Context: an optimization exercise on an open-source flow, tuned for small area, a short achievable clock period and few clock cycles. The choices shown serve that exercise and are no tape-out recipe.
RTL that was checked went through simulation tests only; none was proved equivalent to the original.

==> inputs of branch pepper <==
## vpe_stripe_solver
module vpe_stripe_solver (
  input             clk,
  input             rst_n,
  input             start,
  input             cfg_scheme,      
  input      [3:0]  cfg_ngroups,     
  input      [47:0] cfg_gsize,       
  input      [63:0] fail_data,       
  input      [7:0]  fail_lp,         
  input             fail_gp,         
  output            busy,
  output            done,
  output     [1:0]  cls_rollup,
  output     [15:0] cls_group,       
  output     [1:0]  cls_gp,
  output            rd_valid,
  output     [5:0]  rd_slot,
  input             rd_ready,
  input      [31:0] rd_data,
  output            out_valid,
  output     [5:0]  out_slot,
  output     [31:0] out_data,
  input             out_ready
);
  localparam [1:0] C_OK = 2'd0, C_REC = 2'd1, C_DL = 2'd2;
  localparam [4:0] S_IDLE  = 5'd0,  S_DONE  = 5'd1,  S_ANA0 = 5'd2,  S_ANA  = 5'd3,
                   S_PLAN  = 5'd4,  S_TGP   = 5'd5,  S_LJT  = 5'd6,  S_HT   = 5'd7,
                   S_TLOW  = 5'd8,  S_LJA   = 5'd9,  S_HA   = 5'd10, S_TUP  = 5'd11,
                   S_SOLVE = 5'd12, S_EMI   = 5'd13, S_EMJ  = 5'd14, S_LJL  = 5'd15,
                   S_LPJ   = 5'd16, S_EMLPT = 5'd17, S_GPE  = 5'd18, S_END  = 5'd19;
  ...
==> flow/config.mk <==
export PLATFORM = sky130hd
export DESIGN_NAME = vpe_stripe_solver
export DESIGN_NICKNAME = vpe_stripe_solver
export VERILOG_FILES = /design/flow/design.v
export SDC_FILE = /design/flow/constraint.sdc
export NUM_CORES = 4
export LEC_CHECK = 0
export CAP_MARGIN = 20
export CORE_MARGIN = 2
export CORE_UTILIZATION = 40
export SLEW_MARGIN = 20
==> flow/constraint.sdc <==
create_clock -name core_clock -period 14.0 [get_ports {clk}]
set_input_delay 2.8000 -clock core_clock [delete_from_list [all_inputs] [get_ports {clk}]]
set_output_delay 2.8000 -clock core_clock [all_outputs]
set_load 0.01 [all_outputs]
run.sh (not shown) runs the stock make flow with config.mk's settings and CLKGATE_MAP_FILE= SYNTH_SCRIPT=/design/flow/synth_recipe.tcl, a recipe that flattens the netlist after the stock synthesis.
==> branch maple: changes against branch pepper <==
--- a/flow/design.v
+++ b/flow/design.v
@@ -24,13 +24,13 @@
 );
   localparam [1:0] C_OK = 2'd0, C_REC = 2'd1, C_DL = 2'd2;
   localparam [4:0] S_IDLE  = 5'd0,  S_DONE  = 5'd1,  S_ANA0 = 5'd2,  S_ANA  = 5'd3,
                    S_PLAN  = 5'd4,  S_TGP   = 5'd5,  S_LJT  = 5'd6,  S_HT   = 5'd7,
                    S_TLOW  = 5'd8,  S_LJA   = 5'd9,  S_HA   = 5'd10, S_TUP  = 5'd11,
                    S_SOLVE = 5'd12, S_EMI   = 5'd13, S_EMJ  = 5'd14, S_LJL  = 5'd15,
-                   S_LPJ   = 5'd16, S_EMLPT = 5'd17, S_GPE  = 5'd18, S_END  = 5'd19;
+                   S_LPJ   = 5'd16, S_EMLPT = 5'd17, S_GPE  = 5'd18, S_END  = 5'd19, S_DISP = 5'd20;
   function automatic [31:0] mul2w(input [31:0] w);    
     integer b;
     begin
       for (b = 0; b < 4; b = b + 1)
         mul2w[8*b +: 8] = {w[8*b +: 7], 1'b0} ^ (w[8*b+7] ? 8'h1d : 8'h00);
     end
@@ -117,17 +117,22 @@
   reg  [5:0]  E [0:7];         
   reg  [63:0] fd;
   reg  [7:0]  flp;
   reg         fgp;
   reg  [1:0]  cnt [0:7];       
   reg  [6:0]  p;               
+  reg  [5:0]  fa;              
+  reg         fav;
+  reg  [7:0]  r_loc, r_lpe, r_rec, r_dl;
+  reg  [2:0]  r_t;
+  reg         r_modeT, r_modeG, r_tc;
+  reg  [5:0]  r_gpslot;
   reg  [2:0]  g;               
   reg  [5:0]  s;               
   reg  [5:0]  send;            
   reg  [5:0]  pslot;           
-  reg         cf;              
   reg         first;           
   reg         lpv;             
   reg  [5:0]  fslot;           
   reg  [5:0]  ireg, jreg;      
   reg         seenj;
   reg  [2:0]  bcnt;
@@ -189,13 +194,13 @@
     end
   endfunction
   function automatic [7:0] ge_mask(input [3:0] x);    
     ge_mask = 8'hff << x;
   endfunction
   wire [5:0] ndata  = E[7];
-  wire [5:0] gpslot = E[7] + {2'd0, ng};
+  wire [5:0] gpslot = r_gpslot;
   wire [2:0] ngm1   = ng[2:0] - 3'd1;
   reg  [4:0] nx_st;
   reg  [2:0] nx_g;
   always @* begin : nxt
     reg [3:0] lf, pf;
     reg       to_loc, to_lp;
@@ -204,47 +209,46 @@
     nx_g   = g;
     to_loc = 1'b0;
     to_lp  = 1'b0;
     lfrom  = 4'd0;
     pfrom  = 4'd0;
     case (st)
-      S_PLAN:  if (modeT) nx_st = S_TGP;
-               else begin to_loc = 1'b1; lfrom = 4'd0; end
-      S_TGP:   if (t == 3'd0) begin nx_st = S_TLOW; nx_g = t; end
-               else begin nx_st = loc_m[0] ? S_LJT : S_HT; nx_g = 3'd0; end
+      S_DISP:  begin to_loc = 1'b1; lfrom = 4'd0; end
+      S_TGP:   if (r_t == 3'd0) begin nx_st = S_TLOW; nx_g = r_t; end
+               else begin nx_st = r_loc[0] ? S_LJT : S_HT; nx_g = 3'd0; end
       S_LJT:   nx_st = S_HT;
-      S_HT:    if (g + 3'd1 == t) begin nx_st = S_TLOW; nx_g = t; end
-               else begin nx_g = g + 3'd1; nx_st = loc_m[g + 3'd1] ? S_LJT : S_HT; end
-      S_TLOW:  if (t == ngm1) begin nx_st = S_TUP; nx_g = t; end
-               else begin nx_g = ngm1; nx_st = (!scheme && loc_m[ngm1]) ? S_LJA : S_HA; end
+      S_HT:    if (g + 3'd1 == r_t) begin nx_st = S_TLOW; nx_g = r_t; end
+               else begin nx_g = g + 3'd1; nx_st = r_loc[g + 3'd1] ? S_LJT : S_HT; end
+      S_TLOW:  if (r_t == ngm1) begin nx_st = S_TUP; nx_g = r_t; end
+               else begin nx_g = ngm1; nx_st = (!scheme && r_loc[ngm1]) ? S_LJA : S_HA; end
       S_LJA:   nx_st = S_HA;
-      S_HA:    if (modeT && g - 3'd1 == t) begin nx_st = S_TUP; nx_g = t; end
-               else if (!modeT && g == 3'd0) nx_st = S_GPE;
-               else begin nx_g = g - 3'd1; nx_st = (!scheme && loc_m[g - 3'd1]) ? S_LJA : S_HA; end
-      S_TUP:   nx_st = tc ? S_SOLVE : S_EMI;
+      S_HA:    if (r_modeT && g - 3'd1 == r_t) begin nx_st = S_TUP; nx_g = r_t; end
+               else if (!r_modeT && g == 3'd0) nx_st = S_GPE;
+               else begin nx_g = g - 3'd1; nx_st = (!scheme && r_loc[g - 3'd1]) ? S_LJA : S_HA; end
+      S_TUP:   nx_st = r_tc ? S_SOLVE : S_EMI;
       S_SOLVE: nx_st = S_EMI;
-      S_EMI:   if (tc) nx_st = S_EMJ;
-               else begin to_loc = 1'b1; lfrom = {1'b0, t} + 4'd1; end
-      S_EMJ:   begin to_loc = 1'b1; lfrom = {1'b0, t} + 4'd1; end
+      S_EMI:   if (r_tc) nx_st = S_EMJ;
+               else begin to_loc = 1'b1; lfrom = {1'b0, r_t} + 4'd1; end
+      S_EMJ:   begin to_loc = 1'b1; lfrom = {1'b0, r_t} + 4'd1; end
       S_LJL:   begin to_loc = 1'b1; lfrom = {1'b0, g} + 4'd1; end
       S_LPJ, S_EMLPT: begin to_lp = 1'b1; pfrom = {1'b0, g} + 4'd1; end
       default: nx_st = S_END;
     endcase
-    lf = ffs8(loc_m & ge_mask(lfrom));
+    lf = ffs8(r_loc & ge_mask(lfrom));
     if (to_loc) begin
       if (lf[3]) begin nx_st = S_LJL; nx_g = lf[2:0]; end
       else begin to_lp = 1'b1; pfrom = 4'd0; end
     end
-    pf = ffs8(lpe_m & ge_mask(pfrom));
+    pf = ffs8(r_lpe & ge_mask(pfrom));
     if (to_lp) begin
       if (pf[3]) begin
         nx_g  = pf[2:0];
-        nx_st = (modeT && pf[2:0] == t) ? S_EMLPT : S_LPJ;
-      end else if (modeG) begin
+        nx_st = (r_modeT && pf[2:0] == r_t) ? S_EMLPT : S_LPJ;
+      end else if (r_modeG) begin
         nx_g  = ngm1;
-        nx_st = (!scheme && loc_m[ngm1]) ? S_LJA : S_HA;
+        nx_st = (!scheme && r_loc[ngm1]) ? S_LJA : S_HA;
       end else
         nx_st = S_END;
     end
   end
   wire       nx_desc  = (nx_st == S_HA) || (nx_st == S_TUP);
   wire [5:0] nx_start = (nx_g == 3'd0) ? 6'd0 : E[nx_g - 3'd1];
@@ -253,49 +257,42 @@
   wire [5:0] nx_send  = nx_desc ? nx_start : nx_endm1;
   wire [5:0] nx_pslot = (nx_st == S_TGP || nx_st == S_GPE) ? gpslot : ndata + {3'd0, nx_g};
   wire       entering_a = (nx_st == S_LJA || nx_st == S_HA || nx_st == S_TUP) &&
                           !(st == S_LJA || st == S_HA);
   wire [63:0] amask = fd & ~((64'd1 << p) - 64'd1);
   reg  [5:0]  af;
-  reg         amulti;
   always @* begin : ana
     integer i;
-    reg seen;
     af = 6'd0;
     for (i = 63; i >= 0; i = i - 1)
       if (amask[i]) af = i[5:0];
-    seen   = 1'b0;
-    amulti = 1'b0;
-    for (i = 0; i < 64; i = i + 1) begin
-      if (amask[i] && seen) amulti = 1'b1;
-      if (amask[i]) seen = 1'b1;
-    end
   end
   reg [2:0] agrp;
   always @* begin : agr
     integer i;
     agrp = 3'd0;
     for (i = 0; i < 7; i = i + 1)
-      if (E[i] <= af) agrp = agrp + 3'd1;
+      if (E[i] <= fa) agrp = agrp + 3'd1;
   end
+  wire cf      = fd[s];           
   wire st_lj   = (st == S_LJT) || (st == S_LJA) || (st == S_LJL);
   wire st_h    = (st == S_HT) || (st == S_HA);
   wire rd_en   = st_lj || (st == S_LPJ) || (st == S_TGP) ||
                  (st_h && (lpv || !cf)) ||
                  (st == S_TLOW && !cf) ||
-                 (st == S_TUP && (!cf || (tc && !seenj)));
+                 (st == S_TUP && (!cf || (r_tc && !seenj)));
   wire rsel    = (st_lj && cf) || (st == S_TGP) || (st_h && lpv) || (st == S_TUP && cf);
   wire stall   = ovalid && !out_ready;
   wire adv     = !stall && (!rd_en || rd_ready);
   reg vend;
   always @* begin
     case (st)
       S_LJT, S_LJA, S_LJL, S_LPJ: vend = (s == send);
       S_HT, S_HA:                 vend = lpv || (s == send);
       S_TLOW:                     vend = cf;
-      S_TUP:                      vend = cf && (!tc || seenj);
+      S_TUP:                      vend = cf && (!r_tc || seenj);
       S_SOLVE:                    vend = (bcnt == 3'd0);
       default:                    vend = 1'b1;
     endcase
   end
   wire [31:0] p_base = first ? 32'd0 : P;
   wire [31:0] pn     = p_base ^ rd_data;
@@ -323,33 +320,54 @@
               E[k]   <= cfg_gsize[6*k +: 6];
               cnt[k] <= 2'd0;
             end
             fd     <= fail_data;
             flp    <= fail_lp;
             fgp    <= fail_gp;
+            p      <= 7'd0;
+            r_rec  <= 8'd0;
+            r_dl   <= 8'd0;
             st     <= S_ANA0;
           end
         end
         S_ANA0: begin : a0
           reg [5:0] acc;
           acc = 6'd0;
           for (k = 0; k < 8; k = k + 1) begin
             acc  = acc + E[k];
             E[k] <= acc;
           end
-          p  <= 7'd0;
+          p   <= {1'b0, af} + 7'd1;      
+          fa  <= af;
           if (fd != 64'd0)             st <= S_ANA;
           else if (flp != 8'd0 || fgp) st <= S_PLAN;
           else                         st <= S_DONE;
         end
         S_ANA: begin
-          if (amask != 64'd0) begin
-            if (cnt[agrp] != 2'd3) cnt[agrp] <= cnt[agrp] + 2'd1;
-            p <= {1'b0, af} + 7'd1;
-          end
-          if (!amulti) st <= S_PLAN;
+          if (cnt[agrp] != 2'd3) cnt[agrp] <= cnt[agrp] + 2'd1;
+          p  <= {1'b0, af} + 7'd1;
+          fa <= af;
+          if (amask == 64'd0) st <= S_PLAN;
+        end
+        S_PLAN: begin
+          r_loc    <= loc_m;
+          r_lpe    <= lpe_m;
+          r_rec    <= rec_m;
+          r_dl     <= dl_m;
+          r_t      <= t;
+          r_modeT  <= modeT;
+          r_modeG  <= modeG;
+          r_tc     <= tc;
+          r_gpslot <= E[7] + {2'd0, ng};
+          if (modeT) begin
+            st    <= S_TGP;
+            pslot <= E[7] + {2'd0, ng};
+          end else if (loc_m != 8'd0 || lpe_m != 8'd0 || modeG)
+            st <= S_DISP;
+          else
+            st <= S_DONE;
         end
         S_END: begin
           if (!stall) st <= S_DONE;
         end
         default: begin
           if (adv) begin
@@ -376,13 +394,13 @@
                 end
               end
               S_TUP: begin
                 if (!cf) begin
                   A <= amul ^ rd_data;
                   P <= pn;
-                end else if (tc && !seenj) begin
+                end else if (r_tc && !seenj) begin
                   A     <= amul;
                   P     <= pn;
                   jreg  <= s;
                   seenj <= 1'b1;
                 end else begin
                   A    <= amul;
@@ -398,13 +416,13 @@
                   T <= mul2w(T) ^ (cval[bcnt] ? A : 32'd0);
                 bcnt <= bcnt - 3'd1;
               end
               S_EMI: begin
                 ovalid <= 1'b1;
                 oslot  <= ireg;
-                if (tc) V <= T ^ P ^ V;
+                if (r_tc) V <= T ^ P ^ V;
                 else begin
                   V <= A ^ T;
                   A <= A ^ T ^ P ^ V;
                 end
               end
               S_EMJ: begin
@@ -417,39 +435,40 @@
                 oslot  <= pslot;
                 V      <= A;
               end
               default: ;
             endcase
             first <= 1'b0;
-            if (st == S_PLAN || vend) begin
-              if (nx_st == S_END && st == S_PLAN) st <= S_DONE;
-              else                                st <= nx_st;
+            if (vend) begin
+              st    <= nx_st;
               g     <= nx_g;
               s     <= nx_s;
               send  <= nx_send;
               pslot <= nx_pslot;
-              cf    <= fd[nx_s];
               lpv   <= scheme && !flp[nx_g];
               first <= 1'b1;
               seenj <= 1'b0;
               bcnt  <= 3'd7;
               if (entering_a) A <= 32'd0;
-            end else begin
+            end else
               s  <= s_step;
-              cf <= fd[s_step];
-            end
           end
         end
       endcase
     end
   end
   assign busy       = !(st == S_IDLE || st == S_DONE);
   assign done       = (st == S_DONE);
   assign rd_valid   = rd_en;
   assign rd_slot    = rsel ? pslot : s;
   assign out_valid  = ovalid;
   assign out_slot   = oslot;
   assign out_data   = V;
-  assign cls_rollup = rollup;
-  assign cls_group  = cls_group_r;
-  assign cls_gp     = qcls;
+  wire       o_dl  = |r_dl;
+  wire [1:0] o_q   = !fgp ? C_OK : o_dl ? C_DL : C_REC;
+  genvar gi;
+  generate for (gi = 0; gi < 8; gi = gi + 1) begin : og
+    assign cls_group[2*gi +: 2] = {r_dl[gi], r_rec[gi]};
+  end endgenerate
+  assign cls_gp     = o_q;
+  assign cls_rollup = (o_dl || o_q == C_DL) ? C_DL : (|r_rec || o_q == C_REC) ? C_REC : C_OK;
 endmodule
Settings changed: ABC_CLOCK_PERIOD_IN_PS from default to 4000, SETUP_SLACK_MARGIN from default to 5.
==> comparison table <==
quantity                                                           branch pepper             branch maple
Run status                                               complete, no violations  complete, no violations
Number of signal-net inverters in the final layout                           141                      122
Startpoint of the worst-slack reg-to-reg timing path                        p[6]                     s[0]
Xor/xnor cell area share of the yosys netlist                            0.09199                   0.1131
Clock Sink Count                                                             335                      384
Multi-input combinational area share                                      0.5606                   0.5422
Distinct cells, synth                                                        111                       97
Post-route cell area                                                 0.03704 mm2              0.03847 mm2
Number of synthesized flops with an enable pin                               329                      378
Post-route insts no fill                                                    5096                     5151
Number of cells on the worst hold path                                         2                        1
Total stage count of the critical path                                        55                       11
Testbench counts of branch pepper, summed over its fixed seeds: cycles 59,038.
Only the layout flow was run in branch maple; the RTL was not checked for function there.

port drivers added, routing unchanged:
In the flow no input, the clock included, has a driving cell. The finished layouts below were timed again as built, in two steps.
Step 1, drivers: a clkbuf_16 drives clk and a buf_2 each remaining input, both assumed.
Step 2, shift: input delay + t, output delay - t, t = (earliest + latest rising clock arrival at the registers) / 2. This alone moves slack from input paths to output paths.
Three values: no drivers, after step 1, after step 2; two values: the first two.
run	t, ns	setup WS [ns]	worst setup path at the end	clock arrival spread, ns	pins driven straight from the clock port
branch pepper	0.671	1.342 / 1.342 / 1.342	register to register	0.018 / 0.017	1
branch maple	0.667	5.576 / 5.512 / 6.179	register to output	0.051 / 0.052	1
After both steps every run listed still meets setup and hold.
